Context: an optimization exercise on an open-source flow, tuned for small area and a short achievable clock period. The choices shown serve that exercise and are no tape-out recipe. In this exercise RTL edits were held to simulation tests only and were not proved equivalent to the original. No activity file was given, so power comes from the tool's default toggle rates.

`flow/constraint.sdc`:
```
create_clock -name core_clock -period 4.5 [get_ports {clk}]
set_input_delay 0.9000 -clock core_clock [delete_from_list [all_inputs] [get_ports {clk}]]
set_output_delay 0.9000 -clock core_clock [all_outputs]
set_load 0.01 [all_outputs]
```
`flow/design.v`:
```
module crc16_step (
    input  wire [15:0] crc_in,
    input  wire [7:0]  data,
    output wire [15:0] crc_out
);
    wire [7:0] idx = crc_in[15:8] ^ data;
    reg  [15:0] crc16_tab;
    always @* begin
        case (idx)
      8'h00: crc16_tab = 16'h0000;
      8'h01: crc16_tab = 16'h1021;
      8'h02: crc16_tab = 16'h2042;
      8'h03: crc16_tab = 16'h3063;
      8'h04: crc16_tab = 16'h4084;
      8'h05: crc16_tab = 16'h50A5;
      8'h06: crc16_tab = 16'h60C6;
      8'h07: crc16_tab = 16'h70E7;
      8'h08: crc16_tab = 16'h8108;
      8'h09: crc16_tab = 16'h9129;
      8'h0A: crc16_tab = 16'hA14A;
      8'h0B: crc16_tab = 16'hB16B;
      8'h0C: crc16_tab = 16'hC18C;
      8'h0D: crc16_tab = 16'hD1AD;
      8'h0E: crc16_tab = 16'hE1CE;
      8'h0F: crc16_tab = 16'hF1EF;
      8'h10: crc16_tab = 16'h1231;
      8'h11: crc16_tab = 16'h0210;
      8'h12: crc16_tab = 16'h3273;
      8'h13: crc16_tab = 16'h2252;
      8'h14: crc16_tab = 16'h52B5;
      8'h15: crc16_tab = 16'h4294;
      8'h16: crc16_tab = 16'h72F7;
      8'h17: crc16_tab = 16'h62D6;
      8'h18: crc16_tab = 16'h9339;
      8'h19: crc16_tab = 16'h8318;
      8'h1A: crc16_tab = 16'hB37B;
      8'h1B: crc16_tab = 16'hA35A;
      8'h1C: crc16_tab = 16'hD3BD;
      8'h1D: crc16_tab = 16'hC39C;
      8'h1E: crc16_tab = 16'hF3FF;
      8'h1F: crc16_tab = 16'hE3DE;
      8'h20: crc16_tab = 16'h2462;
      8'h21: crc16_tab = 16'h3443;
      8'h22: crc16_tab = 16'h0420;
      8'h23: crc16_tab = 16'h1401;
      8'h24: crc16_tab = 16'h64E6;
      8'h25: crc16_tab = 16'h74C7;
      8'h26: crc16_tab = 16'h44A4;
      8'h27: crc16_tab = 16'h5485;
      8'h28: crc16_tab = 16'hA56A;
      8'h29: crc16_tab = 16'hB54B;
      8'h2A: crc16_tab = 16'h8528;
      8'h2B: crc16_tab = 16'h9509;
      8'h2C: crc16_tab = 16'hE5EE;
      8'h2D: crc16_tab = 16'hF5CF;
      8'h2E: crc16_tab = 16'hC5AC;
      8'h2F: crc16_tab = 16'hD58D;
      8'h30: crc16_tab = 16'h3653;
      8'h31: crc16_tab = 16'h2672;
      8'h32: crc16_tab = 16'h1611;
      8'h33: crc16_tab = 16'h0630;
      8'h34: crc16_tab = 16'h76D7;
      8'h35: crc16_tab = 16'h66F6;
      8'h36: crc16_tab = 16'h5695;
      8'h37: crc16_tab = 16'h46B4;
      8'h38: crc16_tab = 16'hB75B;
      8'h39: crc16_tab = 16'hA77A;
      8'h3A: crc16_tab = 16'h9719;
      8'h3B: crc16_tab = 16'h8738;
      8'h3C: crc16_tab = 16'hF7DF;
      8'h3D: crc16_tab = 16'hE7FE;
      8'h3E: crc16_tab = 16'hD79D;
      8'h3F: crc16_tab = 16'hC7BC;
      8'h40: crc16_tab = 16'h48C4;
      8'h41: crc16_tab = 16'h58E5;
      8'h42: crc16_tab = 16'h6886;
      8'h43: crc16_tab = 16'h78A7;
      8'h44: crc16_tab = 16'h0840;
      8'h45: crc16_tab = 16'h1861;
      8'h46: crc16_tab = 16'h2802;
      8'h47: crc16_tab = 16'h3823;
      8'h48: crc16_tab = 16'hC9CC;
      8'h49: crc16_tab = 16'hD9ED;
      8'h4A: crc16_tab = 16'hE98E;
      8'h4B: crc16_tab = 16'hF9AF;
      8'h4C: crc16_tab = 16'h8948;
      8'h4D: crc16_tab = 16'h9969;
      8'h4E: crc16_tab = 16'hA90A;
      8'h4F: crc16_tab = 16'hB92B;
      8'h50: crc16_tab = 16'h5AF5;
      8'h51: crc16_tab = 16'h4AD4;
      8'h52: crc16_tab = 16'h7AB7;
      8'h53: crc16_tab = 16'h6A96;
      8'h54: crc16_tab = 16'h1A71;
      8'h55: crc16_tab = 16'h0A50;
      8'h56: crc16_tab = 16'h3A33;
      8'h57: crc16_tab = 16'h2A12;
      8'h58: crc16_tab = 16'hDBFD;
      8'h59: crc16_tab = 16'hCBDC;
      8'h5A: crc16_tab = 16'hFBBF;
      8'h5B: crc16_tab = 16'hEB9E;
      8'h5C: crc16_tab = 16'h9B79;
      8'h5D: crc16_tab = 16'h8B58;
      8'h5E: crc16_tab = 16'hBB3B;
      8'h5F: crc16_tab = 16'hAB1A;
      8'h60: crc16_tab = 16'h6CA6;
      8'h61: crc16_tab = 16'h7C87;
      8'h62: crc16_tab = 16'h4CE4;
      8'h63: crc16_tab = 16'h5CC5;
      8'h64: crc16_tab = 16'h2C22;
      8'h65: crc16_tab = 16'h3C03;
      8'h66: crc16_tab = 16'h0C60;
      8'h67: crc16_tab = 16'h1C41;
      8'h68: crc16_tab = 16'hEDAE;
      8'h69: crc16_tab = 16'hFD8F;
      8'h6A: crc16_tab = 16'hCDEC;
      8'h6B: crc16_tab = 16'hDDCD;
      8'h6C: crc16_tab = 16'hAD2A;
      8'h6D: crc16_tab = 16'hBD0B;
      8'h6E: crc16_tab = 16'h8D68;
      8'h6F: crc16_tab = 16'h9D49;
      8'h70: crc16_tab = 16'h7E97;
      8'h71: crc16_tab = 16'h6EB6;
      8'h72: crc16_tab = 16'h5ED5;
      8'h73: crc16_tab = 16'h4EF4;
      8'h74: crc16_tab = 16'h3E13;
      8'h75: crc16_tab = 16'h2E32;
      8'h76: crc16_tab = 16'h1E51;
      8'h77: crc16_tab = 16'h0E70;
      8'h78: crc16_tab = 16'hFF9F;
      8'h79: crc16_tab = 16'hEFBE;
      8'h7A: crc16_tab = 16'hDFDD;
      8'h7B: crc16_tab = 16'hCFFC;
      8'h7C: crc16_tab = 16'hBF1B;
      8'h7D: crc16_tab = 16'hAF3A;
      8'h7E: crc16_tab = 16'h9F59;
      8'h7F: crc16_tab = 16'h8F78;
      8'h80: crc16_tab = 16'h9188;
      8'h81: crc16_tab = 16'h81A9;
      8'h82: crc16_tab = 16'hB1CA;
      8'h83: crc16_tab = 16'hA1EB;
      8'h84: crc16_tab = 16'hD10C;
      8'h85: crc16_tab = 16'hC12D;
      8'h86: crc16_tab = 16'hF14E;
      8'h87: crc16_tab = 16'hE16F;
      8'h88: crc16_tab = 16'h1080;
      8'h89: crc16_tab = 16'h00A1;
      8'h8A: crc16_tab = 16'h30C2;
      8'h8B: crc16_tab = 16'h20E3;
      8'h8C: crc16_tab = 16'h5004;
      8'h8D: crc16_tab = 16'h4025;
      8'h8E: crc16_tab = 16'h7046;
      8'h8F: crc16_tab = 16'h6067;
      8'h90: crc16_tab = 16'h83B9;
      8'h91: crc16_tab = 16'h9398;
      8'h92: crc16_tab = 16'hA3FB;
      8'h93: crc16_tab = 16'hB3DA;
      8'h94: crc16_tab = 16'hC33D;
      8'h95: crc16_tab = 16'hD31C;
      8'h96: crc16_tab = 16'hE37F;
      8'h97: crc16_tab = 16'hF35E;
      8'h98: crc16_tab = 16'h02B1;
      8'h99: crc16_tab = 16'h1290;
      8'h9A: crc16_tab = 16'h22F3;
      8'h9B: crc16_tab = 16'h32D2;
      8'h9C: crc16_tab = 16'h4235;
      8'h9D: crc16_tab = 16'h5214;
      8'h9E: crc16_tab = 16'h6277;
      8'h9F: crc16_tab = 16'h7256;
      8'hA0: crc16_tab = 16'hB5EA;
      8'hA1: crc16_tab = 16'hA5CB;
      8'hA2: crc16_tab = 16'h95A8;
      8'hA3: crc16_tab = 16'h8589;
      8'hA4: crc16_tab = 16'hF56E;
      8'hA5: crc16_tab = 16'hE54F;
      8'hA6: crc16_tab = 16'hD52C;
      8'hA7: crc16_tab = 16'hC50D;
      8'hA8: crc16_tab = 16'h34E2;
      8'hA9: crc16_tab = 16'h24C3;
      8'hAA: crc16_tab = 16'h14A0;
      8'hAB: crc16_tab = 16'h0481;
      8'hAC: crc16_tab = 16'h7466;
      8'hAD: crc16_tab = 16'h6447;
      8'hAE: crc16_tab = 16'h5424;
      8'hAF: crc16_tab = 16'h4405;
      8'hB0: crc16_tab = 16'hA7DB;
      8'hB1: crc16_tab = 16'hB7FA;
      8'hB2: crc16_tab = 16'h8799;
      8'hB3: crc16_tab = 16'h97B8;
      8'hB4: crc16_tab = 16'hE75F;
      8'hB5: crc16_tab = 16'hF77E;
      8'hB6: crc16_tab = 16'hC71D;
      8'hB7: crc16_tab = 16'hD73C;
      8'hB8: crc16_tab = 16'h26D3;
      8'hB9: crc16_tab = 16'h36F2;
      8'hBA: crc16_tab = 16'h0691;
      8'hBB: crc16_tab = 16'h16B0;
      8'hBC: crc16_tab = 16'h6657;
      8'hBD: crc16_tab = 16'h7676;
      8'hBE: crc16_tab = 16'h4615;
      8'hBF: crc16_tab = 16'h5634;
      8'hC0: crc16_tab = 16'hD94C;
      8'hC1: crc16_tab = 16'hC96D;
      8'hC2: crc16_tab = 16'hF90E;
      8'hC3: crc16_tab = 16'hE92F;
      8'hC4: crc16_tab = 16'h99C8;
      8'hC5: crc16_tab = 16'h89E9;
      8'hC6: crc16_tab = 16'hB98A;
      8'hC7: crc16_tab = 16'hA9AB;
      8'hC8: crc16_tab = 16'h5844;
      8'hC9: crc16_tab = 16'h4865;
      8'hCA: crc16_tab = 16'h7806;
      8'hCB: crc16_tab = 16'h6827;
      8'hCC: crc16_tab = 16'h18C0;
      8'hCD: crc16_tab = 16'h08E1;
      8'hCE: crc16_tab = 16'h3882;
      8'hCF: crc16_tab = 16'h28A3;
      8'hD0: crc16_tab = 16'hCB7D;
      8'hD1: crc16_tab = 16'hDB5C;
      8'hD2: crc16_tab = 16'hEB3F;
      8'hD3: crc16_tab = 16'hFB1E;
      8'hD4: crc16_tab = 16'h8BF9;
      8'hD5: crc16_tab = 16'h9BD8;
      8'hD6: crc16_tab = 16'hABBB;
      8'hD7: crc16_tab = 16'hBB9A;
      8'hD8: crc16_tab = 16'h4A75;
      8'hD9: crc16_tab = 16'h5A54;
      8'hDA: crc16_tab = 16'h6A37;
      8'hDB: crc16_tab = 16'h7A16;
      8'hDC: crc16_tab = 16'h0AF1;
      8'hDD: crc16_tab = 16'h1AD0;
      8'hDE: crc16_tab = 16'h2AB3;
      8'hDF: crc16_tab = 16'h3A92;
      8'hE0: crc16_tab = 16'hFD2E;
      8'hE1: crc16_tab = 16'hED0F;
      8'hE2: crc16_tab = 16'hDD6C;
      8'hE3: crc16_tab = 16'hCD4D;
      8'hE4: crc16_tab = 16'hBDAA;
      8'hE5: crc16_tab = 16'hAD8B;
      8'hE6: crc16_tab = 16'h9DE8;
      8'hE7: crc16_tab = 16'h8DC9;
      8'hE8: crc16_tab = 16'h7C26;
      8'hE9: crc16_tab = 16'h6C07;
      8'hEA: crc16_tab = 16'h5C64;
      8'hEB: crc16_tab = 16'h4C45;
      8'hEC: crc16_tab = 16'h3CA2;
      8'hED: crc16_tab = 16'h2C83;
      8'hEE: crc16_tab = 16'h1CE0;
      8'hEF: crc16_tab = 16'h0CC1;
      8'hF0: crc16_tab = 16'hEF1F;
      8'hF1: crc16_tab = 16'hFF3E;
      8'hF2: crc16_tab = 16'hCF5D;
      8'hF3: crc16_tab = 16'hDF7C;
      8'hF4: crc16_tab = 16'hAF9B;
      8'hF5: crc16_tab = 16'hBFBA;
      8'hF6: crc16_tab = 16'h8FD9;
      8'hF7: crc16_tab = 16'h9FF8;
      8'hF8: crc16_tab = 16'h6E17;
      8'hF9: crc16_tab = 16'h7E36;
      8'hFA: crc16_tab = 16'h4E55;
      8'hFB: crc16_tab = 16'h5E74;
      8'hFC: crc16_tab = 16'h2E93;
      8'hFD: crc16_tab = 16'h3EB2;
      8'hFE: crc16_tab = 16'h0ED1;
      8'hFF: crc16_tab = 16'h1EF0;
      default: crc16_tab = 16'h0000;
        endcase
    end
    assign crc_out = crc16_tab ^ {crc_in[7:0], 8'h00};
endmodule
module uart_tx #(
    parameter CPB = 8
) (
    input  wire       clk,
    input  wire       rst,
    input  wire       load,
    input  wire [7:0] data,
    output wire       idle,
    output reg        txd
);
    localparam BW = $clog2(CPB);
    localparam [BW-1:0] BIT_LAST = CPB - 1;
    reg [8:0]    sr;      
    reg [3:0]    n;       
    reg [BW-1:0] bcnt;    
    assign idle = (n == 4'd0);
    always @(posedge clk) begin
        if (rst) begin
            sr   <= 9'h1FF;
            n    <= 4'd0;
            bcnt <= {BW{1'b0}};
            txd  <= 1'b1;
        end else if (n == 4'd0) begin
            if (load) begin
                txd  <= 1'b0;
                sr   <= {1'b1, data};
                n    <= 4'd10;
                bcnt <= BIT_LAST;
            end
        end else if (bcnt != {BW{1'b0}}) begin
            bcnt <= bcnt - 1'b1;
        end else begin
            n <= n - 4'd1;
            if (n != 4'd1) begin
                txd  <= sr[0];
                sr   <= {1'b1, sr[8:1]};
                bcnt <= BIT_LAST;
            end
        end
    end
endmodule
module uart_rx #(
    parameter CPB = 8
) (
    input  wire       clk,
    input  wire       rst,
    input  wire       rxd,
    output reg        push,
    output reg  [7:0] data,
    output reg        ferr
);
    localparam BW = $clog2(CPB + CPB / 2);
    localparam [BW-1:0] BIT_LAST   = CPB - 1;
    localparam [BW-1:0] FIRST_LAST = CPB + CPB / 2 - 1;
    reg          rxd_m, rxd_s;
    reg [3:0]    n;       
    reg [BW-1:0] bcnt;
    always @(posedge clk) begin
        if (rst) begin
            rxd_m <= 1'b1;
            rxd_s <= 1'b1;
            n     <= 4'd0;
            bcnt  <= {BW{1'b0}};
            data  <= 8'h00;
            push  <= 1'b0;
            ferr  <= 1'b0;
        end else begin
            rxd_m <= rxd;
            rxd_s <= rxd_m;
            push  <= 1'b0;
            ferr  <= 1'b0;
            if (n == 4'd0) begin
                if (!rxd_s) begin
                    n    <= 4'd1;
                    bcnt <= FIRST_LAST;
                end
            end else if (bcnt != {BW{1'b0}}) begin
                bcnt <= bcnt - 1'b1;
            end else if (n != 4'd9) begin
                data <= {rxd_s, data[7:1]};
                n    <= n + 4'd1;
                bcnt <= BIT_LAST;
            end else begin
                if (rxd_s)
                    push <= 1'b1;
                else
                    ferr <= 1'b1;
                n <= 4'd0;
            end
        end
    end
endmodule
module rx_fifo #(
    parameter DEPTH = 8
) (
    input  wire       clk,
    input  wire       rst,
    input  wire       push,
    input  wire [7:0] din,
    input  wire       pop,
    output wire [7:0] dout,
    output wire       not_empty,
    output wire       overrun
);
    localparam AW = $clog2(DEPTH);
    reg [7:0]  mem [0:DEPTH-1];
    reg [AW-1:0] wp, rp;
    reg [AW:0]   count;
    wire full   = (count == DEPTH);
    wire do_push = push && !full;
    wire do_pop  = pop && not_empty;
    assign not_empty = (count != 0);
    assign dout      = mem[rp];
    assign overrun   = push && full;
    always @(posedge clk) begin
        if (do_push)
            mem[wp] <= din;
    end
    always @(posedge clk) begin
        if (rst) begin
            wp    <= {AW{1'b0}};
            rp    <= {AW{1'b0}};
            count <= {(AW+1){1'b0}};
        end else begin
            if (do_push)
                wp <= wp + 1'b1;
            if (do_pop)
                rp <= rp + 1'b1;
            count <= count + do_push - do_pop;
        end
    end
endmodule
module framer (
    input  wire       clk,
    input  wire       rst,
    input  wire       start,       
    input  wire [7:0] len,
    output reg        busy,        
    output wire       txm_re,
    output wire [7:0] txm_addr,
    input  wire [7:0] txm_rdata,
    input  wire       utx_idle,
    output wire       utx_load,
    output reg  [7:0] utx_data
);
    reg [7:0]  txlen;
    reg [8:0]  txpos;       
    reg        fetch;       
    reg [15:0] tcrc;
    wire [8:0] txtotal   = {1'b0, txlen} + 9'd5;
    wire       is_payload = (txpos >= 9'd2) && (txpos < {1'b0, txlen} + 9'd2);
    wire [15:0] tcrc_next;
    crc16_step u_crc (
        .crc_in (tcrc),
        .data   (txm_rdata),
        .crc_out(tcrc_next)
    );
    assign txm_re   = busy && !fetch && utx_idle && is_payload;
    assign txm_addr = txpos[7:0] - 8'd2;
    assign utx_load = busy && fetch;
    always @* begin
        if (txpos == 9'd0)
            utx_data = 8'h02;
        else if (txpos == 9'd1)
            utx_data = txlen;
        else if (is_payload)
            utx_data = txm_rdata;
        else if (txpos == txtotal - 9'd3)
            utx_data = tcrc[15:8];
        else if (txpos == txtotal - 9'd2)
            utx_data = tcrc[7:0];
        else
            utx_data = 8'h03;
    end
    always @(posedge clk) begin
        if (rst) begin
            busy  <= 1'b0;
            txlen <= 8'h00;
            txpos <= 9'd0;
            fetch <= 1'b0;
            tcrc  <= 16'h0000;
        end else if (!busy) begin
            if (start) begin
                busy  <= 1'b1;
                txlen <= len;
                txpos <= 9'd0;
                fetch <= 1'b0;
                tcrc  <= 16'h0000;
            end
        end else if (fetch) begin
            if (is_payload)
                tcrc <= tcrc_next;
            txpos <= txpos + 9'd1;
            fetch <= 1'b0;
        end else if (utx_idle) begin
            if (txpos == txtotal)
                busy <= 1'b0;
            else
                fetch <= 1'b1;
        end
    end
endmodule
module deframer (
    input  wire        clk,
    input  wire        rst,
    input  wire        start,       
    input  wire        tick,
    input  wire        link_err,    
    input  wire        fifo_ne,
    input  wire [7:0]  fifo_dout,
    output wire        fifo_pop,
    output wire        receiving,
    output wire        done,
    output reg  [2:0]  rxerr,
    output reg  [7:0]  rxlen,
    output reg  [15:0] crccalc,
    output reg  [15:0] crcrecv,
    output wire        rxm_we,
    output wire [8:0]  rxm_addr,
    output wire [7:0]  rxm_wdata
);
    localparam RX_IDLE = 2'd0, RX_RECEIVING = 2'd1, RX_DONE = 2'd2;
    localparam ST_OK = 3'd0, ST_TRANSPORT = 3'd1, ST_TIMEOUT = 3'd2,
               ST_UNSUPPORTED = 3'd3, ST_MISMATCH = 3'd4, ST_MALFORMED = 3'd5;
    localparam RX_TIMEOUT = 7'd100;
    reg [1:0]  rxstate;
    reg [8:0]  rxcnt;
    reg [8:0]  rxtotal;
    reg [6:0]  rxtimer;
    reg [15:0] rcrc;        
    reg [7:0]  first;       
    reg [7:0]  prev1;       
    reg [7:0]  prev2;       
    wire [8:0] cnt_next = rxcnt + 9'd1;
    wire       in_payload = (rxcnt >= 9'd2) && (rxcnt < {1'b0, rxlen} + 9'd2);
    wire [15:0] rcrc_next;
    crc16_step u_crc (
        .crc_in (rcrc),
        .data   (fifo_dout),
        .crc_out(rcrc_next)
    );
    assign receiving = (rxstate == RX_RECEIVING);
    assign done      = (rxstate == RX_DONE);
    assign fifo_pop  = receiving && !link_err && fifo_ne;
    assign rxm_we    = fifo_pop;
    assign rxm_addr  = rxcnt;
    assign rxm_wdata = fifo_dout;
    always @(posedge clk) begin
        if (rst) begin
            rxstate <= RX_IDLE;
            rxcnt   <= 9'd0;
            rxlen   <= 8'h00;
            rxtotal <= 9'd0;
            rxtimer <= 7'd0;
            rxerr   <= ST_OK;
            crccalc <= 16'h0000;
            crcrecv <= 16'h0000;
            rcrc    <= 16'h0000;
            first   <= 8'h00;
            prev1   <= 8'h00;
            prev2   <= 8'h00;
        end else if (!receiving) begin
            if (start) begin
                rxstate <= RX_RECEIVING;
                rxcnt   <= 9'd0;
                rxlen   <= 8'h00;
                rxtotal <= 9'd0;
                rxtimer <= 7'd0;
                rxerr   <= ST_OK;
                crccalc <= 16'h0000;
                crcrecv <= 16'h0000;
                rcrc    <= 16'h0000;
            end
        end else if (link_err) begin
            rxstate <= RX_DONE;
            rxerr   <= ST_TRANSPORT;
        end else begin : take
            reg finished;
            finished = 1'b0;
            if (fifo_ne) begin
                rxcnt <= cnt_next;
                prev1 <= fifo_dout;
                prev2 <= prev1;
                if (cnt_next == 9'd1) begin
                    first <= fifo_dout;
                end else if (cnt_next == 9'd2) begin
                    if (first == 8'h02) begin
                        rxlen   <= fifo_dout;
                        rxtotal <= {1'b0, fifo_dout} + 9'd5;
                    end else begin
                        finished = 1'b1;
                        rxerr    <= ST_UNSUPPORTED;
                    end
                end else if (cnt_next == rxtotal) begin
                    finished = 1'b1;
                    if (fifo_dout != 8'h03) begin
                        rxerr <= ST_MALFORMED;
                    end else begin
                        crccalc <= rcrc;
                        crcrecv <= {prev2, prev1};
                        rxerr   <= (rcrc == {prev2, prev1}) ? ST_OK : ST_MISMATCH;
                    end
                end else if (in_payload) begin
                    rcrc <= rcrc_next;
                end
            end
            if (!finished && tick) begin
                rxtimer <= rxtimer + 7'd1;
                if (rxtimer + 7'd1 == RX_TIMEOUT) begin
                    finished = 1'b1;
                    rxerr    <= ST_TIMEOUT;
                end
            end
            if (finished)
                rxstate <= RX_DONE;
        end
    end
endmodule
module crc_link (
    input  wire        clk,
    input  wire        rst,
    input  wire        op_valid,
    input  wire [3:0]  op_code,
    input  wire [7:0]  op_arg,
    input  wire        tick,
    output wire [5:0]  stat,          
    output reg  [2:0]  op_status,
    output reg  [15:0] crc,
    output wire [2:0]  rx_err,
    output wire [7:0]  rx_len,
    output wire [15:0] rx_crc_calc,
    output wire [15:0] rx_crc_recv,
    output wire        txm_re,
    output wire [7:0]  txm_addr,
    input  wire [7:0]  txm_rdata,
    output wire        rxm_we,
    output wire [8:0]  rxm_addr,
    output wire [7:0]  rxm_wdata,
    output wire        txd,
    input  wire        rxd
);
    localparam CPB = 8;             
    localparam RX_FIFO_DEPTH = 8;
    localparam OP_CRC_INIT = 4'h1, OP_CRC_BYTE = 4'h2,
               OP_TX_FRAME = 4'h4, OP_RX_START = 4'h5;
    localparam ST_OK = 3'd0, ST_TRANSPORT = 3'd1;
    wire op_crc_init = op_valid && (op_code == OP_CRC_INIT);
    wire op_crc_byte = op_valid && (op_code == OP_CRC_BYTE);
    wire op_tx_frame = op_valid && (op_code == OP_TX_FRAME);
    wire op_rx_start = op_valid && (op_code == OP_RX_START);
    wire [15:0] crc_next;
    crc16_step u_crc (
        .crc_in (crc),
        .data   (op_arg),
        .crc_out(crc_next)
    );
    always @(posedge clk) begin
        if (rst)
            crc <= 16'h0000;
        else if (op_crc_init)
            crc <= 16'h0000;
        else if (op_crc_byte)
            crc <= crc_next;
    end
    wire       tx_busy;
    wire       utx_idle;
    wire       utx_load;
    wire [7:0] utx_data;
    framer u_framer (
        .clk      (clk),
        .rst      (rst),
        .start    (op_tx_frame),
        .len      (op_arg),
        .busy     (tx_busy),
        .txm_re   (txm_re),
        .txm_addr (txm_addr),
        .txm_rdata(txm_rdata),
        .utx_idle (utx_idle),
        .utx_load (utx_load),
        .utx_data (utx_data)
    );
    uart_tx #(.CPB(CPB)) u_utx (
        .clk (clk),
        .rst (rst),
        .load(utx_load),
        .data(utx_data),
        .idle(utx_idle),
        .txd (txd)
    );
    wire       urx_push;
    wire [7:0] urx_data;
    wire       urx_ferr;
    wire       fifo_ne;
    wire       fifo_pop;
    wire [7:0] fifo_dout;
    wire       fifo_ovr;
    wire       rx_busy;
    wire       rx_done;
    reg        ferr_flag;
    reg        ovr_flag;
    uart_rx #(.CPB(CPB)) u_urx (
        .clk (clk),
        .rst (rst),
        .rxd (rxd),
        .push(urx_push),
        .data(urx_data),
        .ferr(urx_ferr)
    );
    rx_fifo #(.DEPTH(RX_FIFO_DEPTH)) u_fifo (
        .clk      (clk),
        .rst      (rst),
        .push     (urx_push),
        .din      (urx_data),
        .pop      (fifo_pop),
        .dout     (fifo_dout),
        .not_empty(fifo_ne),
        .overrun  (fifo_ovr)
    );
    deframer u_deframer (
        .clk        (clk),
        .rst        (rst),
        .start      (op_rx_start && !rx_busy),
        .tick       (tick),
        .link_err   (ferr_flag || ovr_flag),
        .fifo_ne    (fifo_ne),
        .fifo_dout  (fifo_dout),
        .fifo_pop   (fifo_pop),
        .receiving  (rx_busy),
        .done       (rx_done),
        .rxerr      (rx_err),
        .rxlen      (rx_len),
        .crccalc    (rx_crc_calc),
        .crcrecv    (rx_crc_recv),
        .rxm_we     (rxm_we),
        .rxm_addr   (rxm_addr),
        .rxm_wdata  (rxm_wdata)
    );
    always @(posedge clk) begin
        if (rst) begin
            ferr_flag <= 1'b0;
            ovr_flag  <= 1'b0;
        end else begin
            if (urx_ferr)
                ferr_flag <= 1'b1;
            else if (op_rx_start && !rx_busy)
                ferr_flag <= 1'b0;
            if (fifo_ovr)
                ovr_flag <= 1'b1;
            else if (op_rx_start && !rx_busy)
                ovr_flag <= 1'b0;
        end
    end
    always @(posedge clk) begin
        if (rst)
            op_status <= ST_OK;
        else if (op_tx_frame)
            op_status <= tx_busy ? ST_TRANSPORT : ST_OK;
        else if (op_rx_start)
            op_status <= rx_busy ? ST_TRANSPORT : ST_OK;
    end
    assign stat = {ovr_flag, ferr_flag, fifo_ne, rx_done, rx_busy, tx_busy};
endmodule
```
`flow/config.mk`:
```
export PLATFORM = sky130hd
export DESIGN_NAME = crc_link
export DESIGN_NICKNAME = crc_link
export VERILOG_FILES = /design/flow/design.v
export SDC_FILE = /design/flow/constraint.sdc
export NUM_CORES = 4
export LEC_CHECK = 0
export CAP_MARGIN = 20
export CORE_MARGIN = 2
export CORE_UTILIZATION = 40
export SLEW_MARGIN = 20
```
`flow/run.sh`:
```
#!/bin/bash
# synth_recipe.tcl (not shown) runs the flow's synth.tcl, then flattens the netlist and writes it again
# the make line also repeats each setting of config.mk as NAME=value (left out here)
make -C /OpenROAD-flow-scripts/flow DESIGN_CONFIG=/design/flow/config.mk WORK_HOME=/design/flow/orfs CLKGATE_MAP_FILE= SYNTH_SCRIPT=/design/flow/synth_recipe.tcl finish
```
==> flow_summary.yaml <==
yosys:
  synthDominantCellAreaShare: 0.2869
  yosys_warnings: 7
  async_flop_share: 0
  synth.area.top_cells: "dfxtp_1, edfxtp_1, xnor2_1, a21oi_1, ha_1"
  synthCells: 1614
  ys_seq_area_frac: 0.4163
  synth_edf_count: 64
  ys_ff_latch: 277
  ys.flop_type: "dfxtp_1"
  postSynthAreaPerCell_um2: 9.207
  synth.largest_area_cell: "dfxtp_1"
  synth.cell_area_um2: 14860
  synth_cell_types: 95
timing:
  maxSlewHeadroom: 0.3628
  clock_skew_ns: 0.01963
  setup_viol: 0
  min_period_ns: 4.287
  worst_pin_slew_ns: 0.9524
  rsz0062_at_grt: "no"
  period_share: 0.9527
  max_freq_ghz: 0.2333
  setup-tns-final_ns: 0
  hold_violations: 0
  finalMaxSlewViolations: 0
  fin_ws_ns: 0.2129
setup_path:
  cp.arrival_ns: 3.39
  crit_type: "register to primary output"
  crit_required_ns: 3.60
  startpoint_type: "register"
  path_max_fanout: 21
  endpoint_kind: "primary output"
global_route:
  grt_usage: 0.1969
  first_global_vias: 11670
  overflow: 0
  grt_pass1_wl_um: 62410
  grt_max_degree: 99
  antenna_found_initial: 1
placement:
  portBuffers: 118
  dpl_worst_slack_ns: 0.8543
  gp_congestion: 0.8416
  postPlaceCellArea_um2: 16270
  post-dp-hpwl_um: 26770
floorplanning:
  dieArea_um2: 38710
  start_util: 0.4059
  io_pins: 121
  fp.coreArea_um2: 36610
  num_rows: 70
  die_h_um: 196.7
  die_w_um: 196.7
power_and_ir_drop:
  power.density_nw_per_um2: 347.8
  p_leak_nw: 6.085
  power_mw: 6.048
  peakVddDrop_mv: 0.2162
detailed_routing:
  drcViolationCount: 0
  viasPerCell: 5.627
  wire_per_inst_um: 17.69
  wl_um: 38430
  drt_iter0_markers: 840
  vias: 12230
  first_pass_iters: 5
  ant_nets: 0
cells_and_area:
  syn2layout_area_growth_pct: 17.02
  postLayoutCoreUtil: 0.4750
  fin_nets: 1757
  final_cell_area_um2: 17390
  fill_cells: 3452
  drive_gt1_frac: 0.07864
clock_tree:
  cts_setup_buffers: 0
  tritoncts: "yes"
  cts-root-buf: "clkbuf_16"
  clkSinkCount: 277
  cts_resized: 0
  cts.hold.buffers_added: 0
  clock_path_buffers: 3
  cts_inserted_buffers: 31
  ctsHtreeMaxLevel: 1
  path_clk_slew_ns: 0.06
  clock_latency_ns: 0.58
run:
  cap_violations: 0
run_status:
  outcome: "no timing/DRC/antenna violations"
min_path:
  hp-class: "register to register"
==> worst max-delay path: stages, from the launching register on <==
cell and delay, ns:
dfxtp_1 0.31, buf_4 0.22, and3_1 0.21, nand3_1 0.10, xor2_1 0.18, ha_1 0.30
a21o_1 0.19, a21oi_1 0.13, o21ai_0 0.11, a21o_1 0.22, nor3_1 0.21, clkdlybuf4s50_1 0.63
==> cells in the mapped netlist (6+ instances only) <==
library cell,number
nand3_1,34
a21o_1,9
nor3_1,42
buf_2,31
xnor2_1,86
nor2_1,126
inv_1,51
and2_1,8
buf_1,7
o2111ai_1,7
nor3b_1,6
mux4_1,6
mux4_2,10
o211ai_1,7
o21ai_0,65
or2_2,6
buf_4,10
nor4_1,17
a31oi_1,12
clkbuf_1,60
edfxtp_1,64
mux2i_1,18
or3_1,12
a22o_1,17
and3_1,9
nand2b_1,12
nor2b_1,10
a21oi_1,142
xor2_1,58
nand2_1,167
a211oi_1,25
dfxtp_1,213
nand4_1,82
o21a_1,6
a221o_1,7
ha_1,52
==> sequential cells by signal, summed over array words and instances, names as in the netlist, 9 cells and up, named ones only <==
register / count
u_deframer.crccalc: 16
u_deframer.crcrecv: 16
u_deframer.rxtotal: 9
u_deframer.rxcnt: 9
u_framer.txpos: 9
u_framer.tcrc: 16
u_deframer.rcrc: 16
crc: 16
u_fifo.mem: 64
==> cells by family after synthesis <==
logic type	count (synthesis)	share of synthesized area
simple gates	559	0.1871
compound gates	367	0.1642
flops	277	0.4163
buf+inv	171	0.05481
xor+xnor	145	0.08639
fa+ha+maj	53	0.04513
mux	41	0.04589
other cells	1	0.0002523
==> layout make-up <==
cell class,instances,area (µm²),share of cell area
repair buffers,148,1408,0.08094
flip-flops and latches,277,6187,0.3558
multi-input cells,1167,7894,0.4539
diodes,1,2.502,0.0001439
clock buffers,40,849.6,0.04885
clock inverters,18,261.5,0.01504
inverters,54,202.7,0.01166
well taps,468,585.6,0.03367
==> cell usage in the layout (no fill, tap or decap), drive strengths merged, types with 7 or more instances in the layout <==
cell type,instances
clkinv,10
or3,12
o21ai,66
o211ai,12
nand2,167
and2,9
a31oi,12
buf,31
xor2,58
nor3,42
nand2b,12
edfxtp,64
a21o,9
mux2i,22
a22o,17
a21oi,142
xnor2,86
dfxtp,213
nand3,35
a221o,7
and3,10
clkdlybuf4s50,117
clkbuf,40
o2111ai,7
mux4,16
a211oi,26
nand4,83
inv,56
ha,52
nor4,20
nor2b,10
nor2,126
==> per-stage QoR <==
| step | hold WS, ns | instances |
|---|---|---|
| 2_1_floorplan | 0.3895 | 1615 |
| 6_report | 0.4133 | 2173 |
| 4_1_cts | 0.4197 | 2172 |
| 5_1_grt | 0.4367 | 2173 |
| 3_5_place_dp | 0.4070 | 2114 |
| 3_3_place_gp | 0.4116 | 2114 |
==> power breakdown <==
part           switching (mW)  internal, mW
Clock                    1.05          1.68
Sequential             0.0603          2.61
Combinational           0.389         0.256
==> path summary, 6_finish.rpt <==
check	startpoint	endpoint	slack (ns)	cells past startpoint
setup / recovery	u_framer.txlen[3]	txm_re	0.21	11
hold / removal	u_urx.rxd_m	u_urx.rxd_s	0.41	1
setup reg to reg	u_framer.txlen[2]	u_utx.sr[1]	1.03	10
hold reg to reg	u_urx.rxd_m	u_urx.rxd_s	0.41	1
==> routing by layer <==
metal  up-vias  track usage  routed length (µm)
li1       5971            -                   -
met3        56      0.02943                1957
met4         0      0.05987                 893
met5         -            0                   0
met1      5898       0.2638               17610
met2       302       0.3286               17970

-- afterwards: timing with drivers on the ports --
The flow's constraints put no driver on any port. The routed layout listed below was extracted and timed again, unchanged, in two steps.
Step 1: set_driving_cell puts a clkbuf_16 on clk and a buf_2 on each other input, an assumption about the parent block.
Step 2 adds t to the input delays and takes it off the output delays; t is the mean of the earliest and latest rising clock arrival at the registers after step 1. Input paths then give back, and output paths get back, about the clock's delay inside the block.
Three values: ideal, step 1, step 2; two values: the first two.
t (ns): 0.626
setup slack, ns: 0.213 / 0.161 / 0.787
worst register clock-pin slew, ns: 0.06 / 0.06
After both steps this run still meets setup and hold. The setup slack of this run moves by -0.052 ns with the drivers and by +0.574 ns with both steps.
